This is an optimization exercise on Yosys and OpenROAD, whose aim is small area, a short achievable clock period and few clock cycles, not a production implementation.
In this exercise RTL edits were held to simulation tests only and were not proved equivalent to the original.
Power and IR drop assume default switching activity.

`flow/run.sh`:
```
#!/bin/bash
# synth_recipe.tcl (not shown) runs the flow's synth.tcl, then flattens the netlist and writes it again
# the make line also repeats each setting of config.mk as NAME=value (left out here)
make -C /OpenROAD-flow-scripts/flow DESIGN_CONFIG=/design/flow/config.mk WORK_HOME=/design/flow/orfs CLKGATE_MAP_FILE= SYNTH_SCRIPT=/design/flow/synth_recipe.tcl finish
```
`flow/config.mk`:
```
export PLATFORM = sky130hd
export DESIGN_NAME = zs_codec
export DESIGN_NICKNAME = zs_codec
export VERILOG_FILES = /design/flow/design.v
export SDC_FILE = /design/flow/constraint.sdc
export NUM_CORES = 8
export LEC_CHECK = 0
export CAP_MARGIN = 20
export CORE_MARGIN = 2
export CORE_UTILIZATION = 25
export PLACE_DENSITY = 0.4
export SLEW_MARGIN = 20
export SYNTH_MEMORY_MAX_BITS = 4096
```
`flow/constraint.sdc`:
```
create_clock -name core_clock -period 10.0 [get_ports {clk}]
set_input_delay 2.0000 -clock core_clock [delete_from_list [all_inputs] [get_ports {clk}]]
set_output_delay 2.0000 -clock core_clock [all_outputs]
set_load 0.01 [all_outputs]
```
`flow/design.v`:
```
module zs_codec (
    input             clk,
    input             rst,           
    input             host_req,
    input             host_we,
    input      [10:0] host_addr,
    input      [7:0]  host_wdata,
    output            host_ready,
    output reg        host_rvalid,
    output reg [7:0]  host_rdata,
    output            tx_valid,
    output     [31:0] tx_frame,      
    input             tx_ready
);
    localparam [7:0] OP_NOP        = 8'h00;
    localparam [7:0] OP_CW_U16     = 8'h10;
    localparam [7:0] OP_CW_BYTES   = 8'h11;
    localparam [7:0] OP_CW_SUBSYS  = 8'h12;
    localparam [7:0] OP_CW_TYPE    = 8'h13;
    localparam [7:0] OP_CW_NAME    = 8'h14;
    localparam [7:0] OP_CW_SER     = 8'h15;
    localparam [7:0] OP_HDR_BYTES  = 8'h20;
    localparam [7:0] OP_HDR_SER    = 8'h21;
    localparam [7:0] OP_FRM_BYTES  = 8'h22;
    localparam [7:0] OP_FRM_SER    = 8'h23;
    localparam [7:0] OP_CHECKSUM   = 8'h30;
    localparam [7:0] OP_ENV_BYTES  = 8'h31;
    localparam [7:0] OP_ENV_SER    = 8'h32;
    localparam [7:0] OP_ENV_CMD    = 8'h33;
    localparam [7:0] OP_LINK_MAKE  = 8'h40;
    localparam [7:0] OP_LINK_ACK   = 8'h41;
    localparam [7:0] OP_LINK_PARSE = 8'h42;
    localparam [3:0] E_OK        = 4'd0;
    localparam [3:0] E_FRAMING   = 4'd1;
    localparam [3:0] E_CHECKSUM  = 4'd2;
    localparam [3:0] E_TRUNC     = 4'd3;
    localparam [3:0] E_VARIANT   = 4'd4;
    localparam [3:0] E_LENGTH    = 4'd5;
    localparam [3:0] E_ILLEGAL   = 4'd6;
    localparam [2:0] G_NONE = 3'd0, G_ENVSER = 3'd1, G_FRMSER = 3'd2,
                     G_LINK = 3'd3, G_FRMFROM = 3'd4, G_ENVFROM = 3'd5,
                     G_CKSUM = 3'd6;
    localparam [1:0] W_IDLE = 2'd0, W_ARM = 2'd1, W_RUN = 2'd2, W_POST = 2'd3;
    localparam [1:0] OS_PAY = 2'd0, OS_PAY1 = 2'd1, OS_IB = 2'd2;
    function [15:0] crc_byte;
        input [15:0] c;
        input [7:0]  b;
        integer k;
        reg [15:0] x;
        begin
            x = c ^ {b, 8'h00};
            for (k = 0; k < 8; k = k + 1)
                x = x[15] ? ((x << 1) ^ 16'h1021) : (x << 1);
            crc_byte = x;
        end
    endfunction
    function known_subsys;
        input [4:0] c;
        begin
            known_subsys = (c <= 5'h09) || (c == 5'h0F) || (c == 5'h15);
        end
    endfunction
    reg [7:0]  op_r;
    reg [3:0]  err_r;
    reg        done_r;
    reg        sticky_r;
    reg [7:0]  cmd0_r, cmd1_r, len_r;
    reg        variant_r;
    reg [15:0] arg_r;
    reg [15:0] res_r;
    reg [8:0]  consumed_r;
    reg [8:0]  ibuf_len_r;
    reg [8:0]  obuf_len_r;
    reg [7:0]  obc0, obc1, obc2, obc3;       
    reg [7:0]  ibs0, ibs1, ibs2, ibs3, ibs4;  
    reg [7:0]  pay0s;                        
    reg        hold_r;                       
    reg        txv_r;
    reg [7:0]  pend_c;
    reg [15:0] pend_crc;
    reg  [7:0]    ph;
    reg  [2047:0] ibr, payr, obr;
    wire [2047:0] ibr_n, payr_n, obr_n;
    wire [7:0] ib_cur  [0:31];    
    wire [7:0] ib_prt  [0:31];    
    wire [7:0] pay_cur [0:31];    
    wire [7:0] pay_nx  [0:31];    
    wire [7:0] ob_cur  [0:31];
    wire [7:0] ib_nv   [0:31];    
    wire [7:0] pay_nv  [0:31];
    wire [7:0] ob_nv   [0:31];
    genvar gs, gk;
    generate
        for (gs = 0; gs < 256; gs = gs + 1) begin : g_slot
            if (gs % 8 != 0) begin : g_plain
                assign ibr_n [8*gs +: 8] = ibr [8*((gs+1)%256) +: 8];
                assign payr_n[8*gs +: 8] = payr[8*((gs+1)%256) +: 8];
                assign obr_n [8*gs +: 8] = obr [8*((gs+1)%256) +: 8];
            end else begin : g_port
                assign ibr_n [8*gs +: 8] = ib_nv [gs/8];
                assign payr_n[8*gs +: 8] = pay_nv[gs/8];
                assign obr_n [8*gs +: 8] = ob_nv [gs/8];
            end
        end
        for (gk = 0; gk < 32; gk = gk + 1) begin : g_taps
            assign ib_cur [gk] = ibr [8*(8*gk+1) +: 8];
            assign ib_prt [gk] = ibr [8*(8*gk)   +: 8];
            assign pay_cur[gk] = payr[8*(8*gk+1) +: 8];
            assign pay_nx [gk] = payr[8*(8*gk+2) +: 8];
            assign ob_cur [gk] = obr [8*(8*gk+1) +: 8];
        end
    endgenerate
    always @(posedge clk) begin
        ibr  <= ibr_n;
        payr <= payr_n;
        obr  <= obr_n;
    end
    always @(posedge clk) begin
        if (rst) ph <= 8'd0;
        else     ph <= ph + 8'd1;
    end
    reg        e0_v, e1_v;
    reg        e0_we, e1_we;
    reg [10:0] e0_a, e1_a;
    reg [7:0]  e0_d, e1_d;
    reg        rdy_r;
    assign host_ready = rdy_r;
    wire acc = host_req && rdy_r && !rst;
    wire [10:0] a       = e0_a;
    wire        a_reg   = (a[10:4] == 7'h00);
    wire        a_pay   = (a[10:8] == 3'h1) && (a[7:0] < 8'd250);
    wire        a_ib    = (a[10:8] == 3'h2);
    wire        a_obc   = (a[10:8] == 3'h4) && (a[7:2] == 6'd0);
    wire        a_obr   = ((a[10:8] == 3'h4) && (a[7:2] != 6'd0)) ||
                          ((a[10:8] == 3'h5) && (a[7:2] == 6'd0));
    wire        a_ring  = a_pay || a_ib || a_obr;
    wire [7:0]  a_j     = a_pay ? a[7:0] : (a[7:0] - 8'd4);    
    wire        a_algn  = (a_j[2:0] == ph[2:0]);
    wire [4:0]  a_port  = a_j[7:3] - ph[7:3];
    reg [2:0]  g_op;          
    reg [1:0]  w_st;          
    reg [2:0]  w_cnt;
    reg        w_b;           
    reg [7:0]  w_lo;          
    reg [8:0]  w_len;
    reg        w_cpo;         
    reg [1:0]  w_osrc;
    reg        w_cpp;         
    reg        w_psrc;        
    reg        w_xib, w_xpay; 
    reg        w_tl;          
    reg        reg_pend;      
    reg        tl_pend;       
    reg [7:0]  tl_lo;
    reg [1:0]  tl_len;
    reg [7:0]  g_n;           
    reg [8:0]  g_p;           
    reg [7:0]  xacc, xt_r;
    reg [7:0]  fcs_r;
    reg        post2;
    reg [4:0]  m_a, m_b;
    reg        m_w;
    wire [31:0] mask;
    generate
        for (gk = 0; gk < 32; gk = gk + 1) begin : g_mask
            wire ge = (gk >= m_a);
            wire lt = (gk <  m_b);
            assign mask[gk] = m_w ? (ge | lt) : (ge & lt);
        end
    endgenerate
    wire [7:0] m_e   = ph + 8'd1 - w_lo;
    wire [8:0] m_q9  = (w_len + 9'd7 - {6'd0, m_e[2:0]});
    wire [5:0] m_q   = m_q9[8:3];
    wire [4:0] m_an  = 5'd0 - m_e[7:3];
    wire [5:0] m_sum = {1'b0, m_an} + m_q;
    always @(posedge clk) begin
        m_a <= m_an;
        m_b <= m_sum[4:0];
        m_w <= m_sum[5];
    end
    wire w_run = (w_st == W_RUN);
    wire [2:0] tl_u = ph[2:0] + 3'd3 - g_p[2:0];
    wire [7:0] tl_val = (g_op == G_ENVSER) ? xacc :
                        (tl_u == 3'd0) ? res_r[15:8] :
                        (tl_u == 3'd1) ? res_r[7:0] : 8'h7E;
    reg [1:0]  cr_st;         
    reg [4:0]  cr_port;
    reg [8:0]  cr_cnt;
    reg [7:0]  crc_b;
    reg        crc_bv;
    reg [15:0] crc_r;
    wire cr_busy = (cr_st != 2'd0) || crc_bv;
    wire        fcs_take = w_run && (g_op == G_ENVFROM) && !w_b &&
                           (ph[2:0] == g_n[2:0]);
    wire        cr_take  = ((cr_st == 2'd1) && (ph[2:0] == 3'd4)) || (cr_st == 2'd2);
    wire [4:0]  cr_psel  = (cr_st == 2'd1) ? ~ph[7:3] : cr_port;
    reg  [1:0]  rm_ring;
    reg  [4:0]  rm_port;
    always @(*) begin
        if (cr_take) begin
            rm_ring = 2'd1; rm_port = cr_psel;
        end else if (fcs_take) begin
            rm_ring = 2'd1; rm_port = g_n[7:3] - ph[7:3];
        end else begin
            rm_ring = a_pay ? 2'd0 : a_ib ? 2'd1 : 2'd2;
            rm_port = a_port;
        end
    end
    wire [7:0] rm_out = (rm_ring == 2'd0) ? pay_nv[rm_port] :
                        (rm_ring == 2'd1) ? ib_nv[rm_port]  : ob_nv[rm_port];
    wire eng_idle = (g_op == G_NONE);
    wire tl_hit   = tl_pend && ((a_j - tl_lo) < {6'd0, tl_len});
    reg  can;
    always @(*) begin
        can = 1'b0;
        if (e0_v && !reg_pend) begin
            if (e0_we) begin
                if (a_reg && a[3:0] == 4'h0)
                    can = hold_r || eng_idle;
                else if (a_pay || a_ib)
                    can = hold_r || (eng_idle && a_algn);
                else
                    can = 1'b1;
            end else begin
                if (a_ring)
                    can = a_algn && !(a_obr && tl_hit);
                else
                    can = 1'b1;
            end
        end
    end
    wire proc    = can;
    wire do_wr   = proc && e0_we && !hold_r;         
    wire issue   = do_wr && a_reg && (a[3:0] == 4'h0);
    wire h_pay_w = do_wr && a_pay;
    wire h_ib_w  = do_wr && a_ib;
    wire [1:0] q_cnt  = {1'b0, e0_v} + {1'b0, e1_v};
    wire [1:0] q_next = q_cnt - {1'b0, proc} + {1'b0, acc};
    always @(posedge clk) begin
        if (rst) begin
            e0_v  <= 1'b0;
            e1_v  <= 1'b0;
            rdy_r <= 1'b0;
        end else begin
            rdy_r <= (q_next != 2'd2);
            if (proc || !e0_v) begin
                if (e1_v) begin
                    e0_v <= 1'b1; e0_we <= e1_we; e0_a <= e1_a; e0_d <= e1_d;
                    e1_v <= acc;
                    if (acc) begin e1_we <= host_we; e1_a <= host_addr; e1_d <= host_wdata; end
                end else begin
                    e0_v <= acc;
                    if (acc) begin e0_we <= host_we; e0_a <= host_addr; e0_d <= host_wdata; end
                end
            end else if (acc) begin
                e1_v <= 1'b1; e1_we <= host_we; e1_a <= host_addr; e1_d <= host_wdata;
            end
        end
    end
    wire [4:0] hp = a_port;
    generate
        for (gk = 0; gk < 32; gk = gk + 1) begin : g_ports
            wire hsel = (hp == gk);
            wire ib_w  = h_ib_w  && hsel;
            wire pay_w = h_pay_w && hsel;
            wire cpp   = w_run && w_cpp && mask[gk];
            wire cpo   = w_run && w_cpo && mask[gk];
            wire tlw   = w_run && w_tl  && mask[gk];
            assign ib_nv[gk]  = ib_w ? e0_d : ib_cur[gk];
            assign pay_nv[gk] = pay_w ? e0_d :
                                cpp ? (w_psrc ? ib_cur[gk] : ib_prt[gk]) :
                                pay_cur[gk];
            assign ob_nv[gk]  = cpo ? ((w_osrc == OS_PAY)  ? pay_cur[gk] :
                                       (w_osrc == OS_PAY1) ? pay_nx[gk] : ib_prt[gk]) :
                                tlw ? tl_val : ob_cur[gk];
        end
    endgenerate
    reg [7:0] xtree;
    integer xi;
    always @(*) begin
        xtree = 8'h00;
        for (xi = 0; xi < 32; xi = xi + 1)
            xtree = xtree ^ ({8{mask[xi] & w_xib}}  & ib_cur[xi])
                          ^ ({8{mask[xi] & w_xpay}} & pay_cur[xi]);
    end
    reg [7:0] rd_reg;
    always @(*) begin
        case (a[3:0])
            4'h0: rd_reg = op_r;
            4'h1: rd_reg = {1'b0, sticky_r, hold_r, done_r, err_r};
            4'h2: rd_reg = cmd0_r;
            4'h3: rd_reg = cmd1_r;
            4'h4: rd_reg = len_r;
            4'h5: rd_reg = {7'd0, variant_r};
            4'h6: rd_reg = arg_r[7:0];
            4'h7: rd_reg = arg_r[15:8];
            4'h8: rd_reg = res_r[7:0];
            4'h9: rd_reg = res_r[15:8];
            4'hA: rd_reg = consumed_r[7:0];
            4'hB: rd_reg = {7'd0, consumed_r[8]};
            4'hC: rd_reg = ibuf_len_r[7:0];
            4'hD: rd_reg = {7'd0, ibuf_len_r[8]};
            4'hE: rd_reg = obuf_len_r[7:0];
            default: rd_reg = {7'd0, obuf_len_r[8]};
        endcase
    end
    wire [7:0] rd_obc = (a[1:0] == 2'd0) ? obc0 : (a[1:0] == 2'd1) ? obc1 :
                        (a[1:0] == 2'd2) ? obc2 : obc3;
    always @(posedge clk) begin
        if (rst)
            host_rvalid <= 1'b0;
        else
            host_rvalid <= proc && !e0_we;
        if (proc && !e0_we)
            host_rdata <= a_reg ? rd_reg : a_obc ? rd_obc : a_ring ? rm_out : 8'h00;
    end
    assign tx_valid = txv_r;
    assign tx_frame = {8'h7E, pend_crc[7:0], pend_crc[15:8], pend_c};
    wire   tx_acc   = !rst && txv_r && tx_ready;
    reg        ak_pend;
    reg [1:0]  ak_cnt;
    wire       ak_fire = ak_pend && ((ak_cnt == 2'd0) || (ak_cnt == 2'd1 && proc));
    wire [7:0] wd     = e0_d;
    wire [9:0] env_need = 10'd5 + {2'd0, ibs1};
    wire [9:0] frm_need = 10'd3 + {2'd0, ibs0};
    wire [7:0] ack_c  = 8'h80 | {5'd0, arg_r[2:0]};
    wire [8:0] lk_p   = ibuf_len_r;
    task complete;
        input [3:0] e;
        begin
            err_r  <= e;
            done_r <= 1'b1;
            if (e != E_OK)
                sticky_r <= 1'b1;
        end
    endtask
    task sweep;
        input [7:0] lo;
        input [8:0] len;
        input       b;
        begin
            w_lo  <= lo;
            w_len <= len;
            w_b   <= b;
            w_st  <= W_ARM;
        end
    endtask
    always @(posedge clk) begin
        if (rst) begin
            op_r       <= 8'h00;
            err_r      <= E_OK;
            done_r     <= 1'b0;
            sticky_r   <= 1'b0;
            cmd0_r     <= 8'h00;
            cmd1_r     <= 8'h00;
            len_r      <= 8'h00;
            variant_r  <= 1'b0;
            arg_r      <= 16'h0000;
            res_r      <= 16'h0000;
            consumed_r <= 9'd0;
            ibuf_len_r <= 9'd0;
            obuf_len_r <= 9'd0;
            hold_r     <= 1'b0;
            txv_r      <= 1'b0;
            ak_pend    <= 1'b0;
            ak_cnt     <= 2'd0;
            g_op       <= G_NONE;
            w_st       <= W_IDLE;
            w_cpo      <= 1'b0;
            w_cpp      <= 1'b0;
            w_xib      <= 1'b0;
            w_xpay     <= 1'b0;
            w_tl       <= 1'b0;
            reg_pend   <= 1'b0;
            tl_pend    <= 1'b0;
            cr_st      <= 2'd0;
            crc_bv     <= 1'b0;
            xt_r       <= 8'h00;
        end else begin
            if (proc && e0_we && a_reg && a[3:0] == 4'h1 && wd[6])
                sticky_r <= 1'b0;
            if (do_wr && a_reg) begin
                case (a[3:0])
                    4'h2: cmd0_r    <= wd;
                    4'h3: cmd1_r    <= wd;
                    4'h4: len_r     <= wd;
                    4'h5: variant_r <= wd[0];
                    4'h6: arg_r[7:0]  <= wd;
                    4'h7: arg_r[15:8] <= wd;
                    4'hC: ibuf_len_r <= ({ibuf_len_r[8], wd} > 9'd256) ?
                                        9'd256 : {ibuf_len_r[8], wd};
                    4'hD: ibuf_len_r <= ({wd[0], ibuf_len_r[7:0]} > 9'd256) ?
                                        9'd256 : {wd[0], ibuf_len_r[7:0]};
                    default: ;
                endcase
            end
            if (h_ib_w) begin
                case (a[7:0])
                    8'd0: ibs0 <= wd;
                    8'd1: ibs1 <= wd;
                    8'd2: ibs2 <= wd;
                    8'd3: ibs3 <= wd;
                    8'd4: ibs4 <= wd;
                    default: ;
                endcase
            end
            if (h_pay_w && a[7:0] == 8'd0)
                pay0s <= wd;
            if (tx_acc) begin
                txv_r   <= 1'b0;
                ak_pend <= 1'b1;
                ak_cnt  <= q_next;
            end else if (ak_pend) begin
                if (ak_fire) begin
                    ak_pend    <= 1'b0;
                    hold_r     <= 1'b0;
                    obc0       <= pend_c;
                    obc1       <= pend_crc[15:8];
                    obc2       <= pend_crc[7:0];
                    obc3       <= 8'h7E;
                    obuf_len_r <= 9'd4;
                    res_r      <= pend_crc;
                    complete(E_OK);
                end else if (proc)
                    ak_cnt <= ak_cnt - 2'd1;
            end
            xt_r <= (w_run && (w_xib || w_xpay)) ? xtree : 8'h00;
            xacc <= xacc ^ xt_r;
            if (fcs_take)
                fcs_r <= rm_out;
            if (crc_bv)
                crc_r <= crc_byte(crc_r, crc_b);
            crc_bv <= cr_take;
            if (cr_take)
                crc_b <= rm_out;
            if (cr_st == 2'd1 && ph[2:0] == 3'd4) begin
                cr_port <= ~ph[7:3];
                cr_cnt  <= cr_cnt - 9'd1;
                cr_st   <= (cr_cnt == 9'd1) ? 2'd0 : 2'd2;
            end else if (cr_st == 2'd2) begin
                cr_cnt <= cr_cnt - 9'd1;
                if (cr_cnt == 9'd1)
                    cr_st <= 2'd0;
            end
            case (w_st)
                W_ARM: begin
                    w_st  <= W_RUN;
                    w_cnt <= 3'd0;
                    if (w_tl)
                        tl_pend <= 1'b0;
                end
                W_RUN: begin
                    w_cnt <= w_cnt + 3'd1;
                    if (w_cnt == 3'd7) begin
                        w_st  <= W_POST;
                        post2 <= 1'b0;
                    end
                end
                default: ;
            endcase
            if (w_st == W_POST || (w_st == W_IDLE && g_op != G_NONE)) begin
                case (g_op)
                    G_ENVSER: begin
                        if (!w_b) begin
                            w_cpo <= 1'b0; w_xpay <= 1'b0; w_tl <= 1'b1;
                            sweep(g_n, 9'd1, 1'b1);
                        end else begin
                            w_tl <= 1'b0; w_st <= W_IDLE; g_op <= G_NONE;
                        end
                    end
                    G_FRMSER, G_FRMFROM: begin
                        w_cpo <= 1'b0; w_cpp <= 1'b0;
                        w_st <= W_IDLE; g_op <= G_NONE;
                    end
                    G_LINK: begin
                        if (!w_b) begin
                            w_cpo <= 1'b0;
                            w_st  <= W_IDLE;
                            if (!cr_busy) begin
                                res_r    <= crc_r;
                                reg_pend <= 1'b0;
                                case (g_p)
                                    9'd0: begin obc1 <= crc_r[15:8]; obc2 <= crc_r[7:0]; obc3 <= 8'h7E; end
                                    9'd1: begin obc2 <= crc_r[15:8]; obc3 <= crc_r[7:0]; end
                                    9'd2: begin obc3 <= crc_r[15:8]; end
                                    default: ;
                                endcase
                                if (g_p == 9'd0) begin
                                    g_op <= G_NONE;
                                end else begin
                                    w_tl <= 1'b1;
                                    tl_pend <= 1'b1;
                                    sweep((g_p >= 9'd3) ? (g_p[7:0] - 8'd3) : 8'd0,
                                          (g_p >= 9'd3) ? 9'd3 : g_p, 1'b1);
                                end
                            end
                        end else begin
                            w_tl <= 1'b0; w_st <= W_IDLE; g_op <= G_NONE;
                        end
                    end
                    G_ENVFROM: begin
                        if (!w_b) begin
                            post2 <= 1'b1;
                            w_xib <= 1'b0;
                            if (post2) begin
                                w_st <= W_IDLE;
                                if (fcs_r != xacc) begin
                                    complete(E_CHECKSUM);
                                    reg_pend <= 1'b0;
                                    g_op <= G_NONE;
                                end else if (g_n > 8'd250) begin
                                    complete(E_LENGTH);
                                    reg_pend <= 1'b0;
                                    g_op <= G_NONE;
                                end else begin
                                    variant_r  <= 1'b0;
                                    len_r      <= g_n;
                                    cmd0_r     <= ibs2;
                                    cmd1_r     <= ibs3;
                                    res_r      <= {8'd0, xacc};
                                    consumed_r <= 9'd5 + {1'b0, g_n};
                                    complete(E_OK);
                                    reg_pend <= 1'b0;
                                    if (g_n == 8'd0)
                                        g_op <= G_NONE;
                                    else begin
                                        pay0s  <= ibs4;
                                        w_cpp  <= 1'b1;
                                        w_psrc <= 1'b1;
                                        sweep(8'd0, {1'b0, g_n}, 1'b1);
                                    end
                                end
                            end
                        end else begin
                            w_cpp <= 1'b0; w_st <= W_IDLE; g_op <= G_NONE;
                        end
                    end
                    G_CKSUM: begin
                        post2 <= 1'b1;
                        w_xib <= 1'b0;
                        if (post2) begin
                            res_r    <= {8'd0, xacc};
                            reg_pend <= 1'b0;
                            w_st     <= W_IDLE;
                            g_op     <= G_NONE;
                        end
                    end
                    default: begin
                        w_st <= W_IDLE; g_op <= G_NONE;
                    end
                endcase
            end
            if (issue) begin
                op_r   <= wd;
                done_r <= 1'b0;
                case (wd)
                    OP_NOP: complete(E_OK);
                    OP_CW_U16: begin
                        cmd0_r <= arg_r[7:0];
                        cmd1_r <= arg_r[15:8];
                        complete(E_OK);
                    end
                    OP_CW_BYTES: begin
                        if (ibuf_len_r < 9'd2)
                            complete(E_TRUNC);
                        else begin
                            cmd0_r     <= ibs0;
                            cmd1_r     <= ibs1;
                            consumed_r <= 9'd2;
                            complete(E_OK);
                        end
                    end
                    OP_CW_SUBSYS: begin
                        res_r <= known_subsys(cmd0_r[4:0]) ? {11'd0, cmd0_r[4:0]} : 16'd0;
                        complete(E_OK);
                    end
                    OP_CW_TYPE: begin
                        res_r <= {13'd0, cmd0_r[7:5]};
                        complete(E_OK);
                    end
                    OP_CW_NAME: begin
                        res_r <= {7'd0, known_subsys(cmd0_r[4:0]), 3'd0, cmd0_r[4:0]};
                        complete(E_OK);
                    end
                    OP_CW_SER: begin
                        obc0 <= cmd0_r;
                        obc1 <= cmd1_r;
                        obuf_len_r <= 9'd2;
                        complete(E_OK);
                    end
                    OP_HDR_BYTES: begin
                        if (ibuf_len_r < 9'd3)
                            complete(E_TRUNC);
                        else if (ibs0 > 8'd250)
                            complete(E_LENGTH);
                        else begin
                            len_r      <= ibs0;
                            cmd0_r     <= ibs1;
                            cmd1_r     <= ibs2;
                            consumed_r <= 9'd3;
                            complete(E_OK);
                        end
                    end
                    OP_HDR_SER: begin
                        obc0 <= len_r;
                        obc1 <= cmd0_r;
                        obc2 <= cmd1_r;
                        obuf_len_r <= 9'd3;
                        complete(E_OK);
                    end
                    OP_FRM_BYTES: begin
                        if (ibuf_len_r < 9'd3)
                            complete(E_TRUNC);
                        else if (ibs0 > 8'd250)
                            complete(E_LENGTH);
                        else if ({1'b0, ibuf_len_r} < frm_need)
                            complete(E_TRUNC);
                        else begin
                            len_r      <= ibs0;
                            cmd0_r     <= ibs1;
                            cmd1_r     <= ibs2;
                            consumed_r <= 9'd3 + {1'b0, ibs0};
                            complete(E_OK);
                            if (ibs0 != 8'd0) begin
                                pay0s  <= ibs3;
                                g_op   <= G_FRMFROM;
                                w_cpp  <= 1'b1;
                                w_psrc <= 1'b0;
                                sweep(8'd0, {1'b0, ibs0}, 1'b0);
                            end
                        end
                    end
                    OP_FRM_SER: begin
                        if (len_r > 8'd250)
                            complete(E_LENGTH);
                        else begin
                            obc0 <= len_r;
                            obc1 <= cmd0_r;
                            obc2 <= cmd1_r;
                            if (len_r != 8'd0)
                                obc3 <= pay0s;
                            obuf_len_r <= 9'd3 + {1'b0, len_r};
                            complete(E_OK);
                            if (len_r > 8'd1) begin
                                g_op   <= G_FRMSER;
                                w_cpo  <= 1'b1;
                                w_osrc <= OS_PAY1;
                                sweep(8'd0, {1'b0, len_r - 8'd1}, 1'b0);
                            end
                        end
                    end
                    OP_CHECKSUM: begin
                        xacc <= 8'h00;
                        if (ibuf_len_r == 9'd0) begin
                            res_r <= 16'd0;
                            complete(E_OK);
                        end else begin
                            complete(E_OK);
                            reg_pend <= 1'b1;
                            g_op     <= G_CKSUM;
                            w_xib    <= 1'b1;
                            sweep(8'd252, ibuf_len_r, 1'b0);
                        end
                    end
                    OP_ENV_BYTES: begin
                        xacc <= 8'h00;
                        if (ibuf_len_r < 9'd1 || ibs0 != 8'hFE)
                            complete(E_FRAMING);
                        else if (ibuf_len_r < 9'd2)
                            complete(E_FRAMING);
                        else if ({1'b0, ibuf_len_r} < env_need)
                            complete(E_FRAMING);
                        else begin
                            reg_pend <= 1'b1;
                            g_op     <= G_ENVFROM;
                            g_n      <= ibs1;
                            w_xib    <= 1'b1;
                            sweep(8'd253, {1'b0, ibs1} + 9'd3, 1'b0);
                        end
                    end
                    OP_ENV_SER: begin
                        if (variant_r)
                            complete(E_VARIANT);
                        else if (len_r > 8'd250)
                            complete(E_LENGTH);
                        else begin
                            xacc <= len_r ^ cmd0_r ^ cmd1_r;
                            obc0 <= 8'hFE;
                            obc1 <= len_r;
                            obc2 <= cmd0_r;
                            obc3 <= cmd1_r;
                            obuf_len_r <= 9'd5 + {1'b0, len_r};
                            complete(E_OK);
                            g_op    <= G_ENVSER;
                            g_n     <= len_r;
                            tl_pend <= 1'b1;
                            tl_lo   <= len_r;
                            tl_len  <= 2'd1;
                            if (len_r == 8'd0) begin
                                w_tl <= 1'b1;
                                sweep(8'd0, 9'd1, 1'b1);
                            end else begin
                                w_cpo  <= 1'b1;
                                w_osrc <= OS_PAY;
                                w_xpay <= 1'b1;
                                sweep(8'd0, {1'b0, len_r}, 1'b0);
                            end
                        end
                    end
                    OP_ENV_CMD: begin
                        if (variant_r)
                            complete(E_VARIANT);
                        else begin
                            res_r <= {cmd1_r, cmd0_r};
                            complete(E_OK);
                        end
                    end
                    OP_LINK_MAKE: begin
                        obc0 <= arg_r[7:0];
                        if (lk_p >= 9'd1) obc1 <= ibs0;
                        if (lk_p >= 9'd2) obc2 <= ibs1;
                        if (lk_p >= 9'd3) obc3 <= ibs2;
                        obuf_len_r <= lk_p + 9'd4;
                        complete(E_OK);
                        reg_pend <= 1'b1;
                        g_op     <= G_LINK;
                        w_b      <= 1'b0;
                        g_p      <= lk_p;
                        crc_r    <= crc_byte(16'h0000, arg_r[7:0]);
                        tl_lo    <= (lk_p >= 9'd3) ? (lk_p[7:0] - 8'd3) : 8'd0;
                        tl_len   <= (lk_p >= 9'd3) ? 2'd3 : lk_p[1:0];
                        tl_pend  <= 1'b1;
                        if (lk_p != 9'd0) begin
                            cr_st  <= 2'd1;
                            cr_cnt <= lk_p;
                        end
                        if (lk_p >= 9'd4) begin
                            w_cpo  <= 1'b1;
                            w_osrc <= OS_IB;
                            sweep(8'd0, lk_p - 9'd3, 1'b0);
                        end
                    end
                    OP_LINK_ACK: begin
                        pend_c   <= ack_c;
                        pend_crc <= crc_byte(16'h0000, ack_c);
                        hold_r   <= 1'b1;
                        txv_r    <= 1'b1;
                    end
                    OP_LINK_PARSE: begin
                        res_r <= {9'd0, arg_r[6:4] + 3'd1, arg_r[3], arg_r[6:4]};
                        complete(E_OK);
                    end
                    default: complete(E_ILLEGAL);
                endcase
            end
        end
    end
endmodule
```
==> out/metrics.csv <==
metric;value;unit
Period Utilization, post-route;0.928;
vias per std cell;4.64;
number of global-route vias before repair;112000;
Async S/R FF share, synth;0;
Root Driver;clkbuf_16;
initial antenna violation count;343;
Max Freq;0.108;GHz
setup TNS;0;ns
Post-CTS Setup Inserts;0;
Rows;316;
RSZ-0062 raised after global routing;false;
Finished Cell Area;0.227;mm2
Die X;866;um
EDFF count, synth;240;
DP Wirelength;846000;um
mux share of post-synthesis cell area;0.0693;
remaining global-route overflow;0;
DR iter-0 viols;16300;
Reg clk slew, reported paths;0.06;ns
Critical Path Fanout Max;25;
post-cts sizing count;0;
max-slew violations;0;
required time of the critical path;10.99;ns
PD cells;247;mW/mm2
iteration count of the initial detailed-routing pass;8;
share of layout cells above drive strength 1;0.155;
Overall Global Routing Usage;0.268;
met1 Resource Use GR;0.347;
#FFs+latches synth;6533;
Final #Nets;15600;
Reg area;0.133;mm2
die height;866;um
library cells used by synthesis;107;
fraction of the yosys area taken by sequential cells;0.718;
Cell Area, Synth;0.186;mm2
Wirelength per Cell;39.4;um
area of the multi-input gates;0.0494;mm2
fin worst setup slack;0.718;ns
clock skew;0.132;ns
status;complete, no violations;
# DRC;0;
CTS tree;done;
slew margin rel.;0.0259;
global-route track usage on met3;0.0479;
main combinational cell family by area after synthesis;compound AO/OA/AOI/OAI gates;
Post-Synth XOR/XNOR Area;0.0327;
WS Path Type;reg2reg;
P&R area growth vs syn;22.1;%
Critical Path AT;10.27;ns
Top Usage Layer GRT;met2;
Core Footprint;0.740;mm2
final setup vio count;0;
Initial Util;0.251;
clk sinks;6533;
Final Hold Viols;0;
Cells after Synth;14900;
Post-DP Area;0.202;mm2
first-pass GRT wire length;1290000;um
I/O pin count;67;
adder-cell share of the synthesized area;0.00832;
Post-CTS Hold Fix Bufs;0;
max cap viols;0;
gpl congestion;1.04;
Clock Latency Late Sink;1.18;ns
H-tree depth;6;
Worst-Margin Slew;1.45;ns
Worst Hold Class;reg2reg;
prevailing post-synth register cell;dfxtp_1;
Pwr Total;56.0;mW
total CTS buffers;667;
synthesis warning total;1;
Final ANT Viol Nets;0;
syn avg cell area;12.5;um2
largest net degree at the start of global routing;91;
CTS max path bufs;4;
full die area;0.749;mm2
Setup crit end kind;register;
min Tclk post-route;9.28;ns
Fillers;75400;
grt met2 use;0.400;
port bufs;46;
worst slack at placement;1.24;ns
vias after detailed routing;123000;
Max IR drop VDD;0.000189;V
final wirelength;1040000;um
Setup crit start kind;register;
compound-gate portion of the synthesized area;0.0817;
Leak;88.2;nW
Post-Synth Simple-Gate Area;0.0662;
[layout make-up]
type | instances | share of cell area
diodes | 540 | 0.00596
clock buffers | 930 | 0.0846
clock inverters | 286 | 0.0185
inverters | 401 | 0.00668
multi-input cells | 7238 | 0.218
flip-flops and latches | 6533 | 0.588
well taps | 9858 | 0.0544
repair buffers | 677 | 0.0241
[stage by stage]
stage,hold WS (ns),util,std cells
global route,0.242,0.306,26300
detailed placement,0.312,0.273,24700
CTS,0.241,0.304,25900
floorplan,0.310,-,14900
global placement,0.309,0.272,24700
finish,0.245,0.306,26500
[power breakdown]
part,internal [mW],switching (mW),leakage [nW],total [mW]
sequential,26.5,0.205,53.0,26.7
combinational,0.649,2.66,23.9,3.31
clock,15.0,11.0,11.4,26.0
total,42.1,13.9,88.2,56.0
[state kept, by name (all words and copies together) (netlist names), 11 cells and up]
name,cells
e0_a,11
e1_a,11
payr,2048
res_r,16
arg_r,16
ibr,2048
crc_r,16
obr,2048
[metal layers]
layer | routed length [um] | up-vias
li1 | - | 52500
met1 | 438000 | 62200
met2 | 444000 | 6443
met3 | 70600 | 1649
met4 | 90400 | 50
met5 | 328 | -
[worst paths after layout]
path	slack (ns)	to	cells past startpoint	from
worst max-delay path	0.72	host_rdata[7]	23	e0_a[2]
worst min-delay path	0.24	payr[660]	0	payr[668]
worst max register to register	0.72	host_rdata[7]	23	e0_a[2]
worst min register to register	0.24	payr[660]	0	payr[668]
[critical path: stages, from the launching register on]
cell	delay (ns)
edfxtp_1	0.52
inv_1	0.17
ha_1	0.24
buf_4	0.23
a21oi_1	0.38
o21ai_2	0.16
nand2_1	0.09
a21boi_0	0.58
inv_1	0.23
ha_1	0.29
fa_1	0.50
xnor2_2	0.21
a21oi_1	0.95
o21ai_0	0.50
nor2_4	0.80
nand3_1	0.84
o22ai_1	0.87
buf_4	0.21
or4_1	0.09
or4_1	0.17
nor4_1	0.08
nor3_2	0.62
buf_4	0.26
a221o_1	0.15
[layout by cell type, fill, tap and decap left out, types with 94 or more instances in the layout]
master	synthesis	layout
nand2_1	1191	1186
a21oi_1	732	702
nor3_1	117	99
a211oi_1	149	99
xnor2_1	467	451
nand4_1	94	94
clkbuf_16	0	675
mux2_2	493	493
xor2_1	199	198
diode_2	0	540
clkbuf_8	0	133
and2_1	100	98
mux2i_1	690	676
clkbuf_1	527	122
o22ai_1	204	202
nand3_1	249	249
clkinv_2	0	103
o21ai_0	624	558
ha_1	97	97
a22oi_1	107	105
edfxtp_1	240	240
nor2_1	791	777
buf_4	29	606
dfxtp_1	6293	6288
inv_1	400	389
[Yosys cell counts, types with 17 or more instances]
| cell | count | area (um2) |
|---|---|---|
| dfxtp_1 | 6293 | 126000 |
| nand2_1 | 1191 | 4470 |
| nor2_1 | 791 | 2970 |
| a21oi_1 | 732 | 3660 |
| mux2i_1 | 690 | 6910 |
| o21ai_0 | 624 | 3120 |
| clkbuf_1 | 527 | 1980 |
| mux2_2 | 493 | 5550 |
| xnor2_1 | 467 | 4090 |
| inv_1 | 400 | 1500 |
| nand3_1 | 249 | 1250 |
| edfxtp_1 | 240 | 7210 |
| o22ai_1 | 204 | 1280 |
| xor2_1 | 199 | 1740 |
| a211oi_1 | 149 | 1120 |
| nor3_1 | 117 | 586 |
| buf_1 | 110 | 413 |
| a22oi_1 | 107 | 803 |
| and2_1 | 100 | 626 |
| ha_1 | 97 | 1210 |
| nand4_1 | 94 | 588 |
| a22o_1 | 73 | 639 |
| nor4_1 | 62 | 388 |
| buf_2 | 60 | 300 |
| o211ai_1 | 46 | 345 |
| a31oi_1 | 45 | 282 |
| a222oi_1 | 41 | 410 |
| a221o_1 | 33 | 330 |
| a21o_1 | 30 | 225 |
| buf_4 | 29 | 218 |
| a221oi_1 | 26 | 228 |
| o21a_1 | 26 | 195 |
| a32o_1 | 25 | 250 |
| a32oi_1 | 24 | 210 |
| and3_1 | 24 | 150 |
| a2111oi_0 | 21 | 184 |
| maj3_1 | 21 | 210 |
| o21ai_1 | 21 | 105 |
| nand2b_1 | 20 | 125 |
| nor2b_1 | 20 | 125 |
| a211o_1 | 19 | 166 |
| o31ai_1 | 19 | 143 |
| or3_1 | 18 | 113 |
| o32ai_1 | 17 | 149 |
[cells by family after synthesis]
| family | after synthesis |
|---|---|
| buffers and inverters | 1133 |
| adders and majority gates | 124 |
| DFF | 6533 |
| xor gates and xnor gates | 676 |
| other | 2 |
| and+or+nand+nor | 2785 |
| AOI/OAI and AO/OA | 2426 |
| muxes | 1207 |
Testbench counts, summed over its fixed seeds: cycles 115,880.

[what the ideal ports hide]
Ports are ideal in the flow. The routed layout listed here was re-timed in OpenROAD. Step 1 (the two cells are an assumption about what drives the block):
set clk [get_ports {clk}]
set_driving_cell -lib_cell sky130_fd_sc_hd__clkbuf_16 $clk
set_driving_cell -lib_cell sky130_fd_sc_hd__buf_2 [delete_from_list [all_inputs] $clk]
Step 2, shift: input delay + t, output delay - t, t = (earliest + latest rising clock arrival at the registers) / 2. This alone moves slack from input paths to output paths. a / b / c = ideal ports / drivers / drivers and shift; a / b = the first two.
t (ns): 1.268
setup slack, ns: 0.718 / 0.718 / 0.718
worst hold slack (ns): 0.245 / 0.245 / 0.245
worst slew at a driven data input, ns: 0.08
pins driven straight from the clock port: 1
After both steps this run still meets setup and hold. For this run, drivers alone change the setup slack by 0.000 ns; drivers and shift together by 0.000 ns.
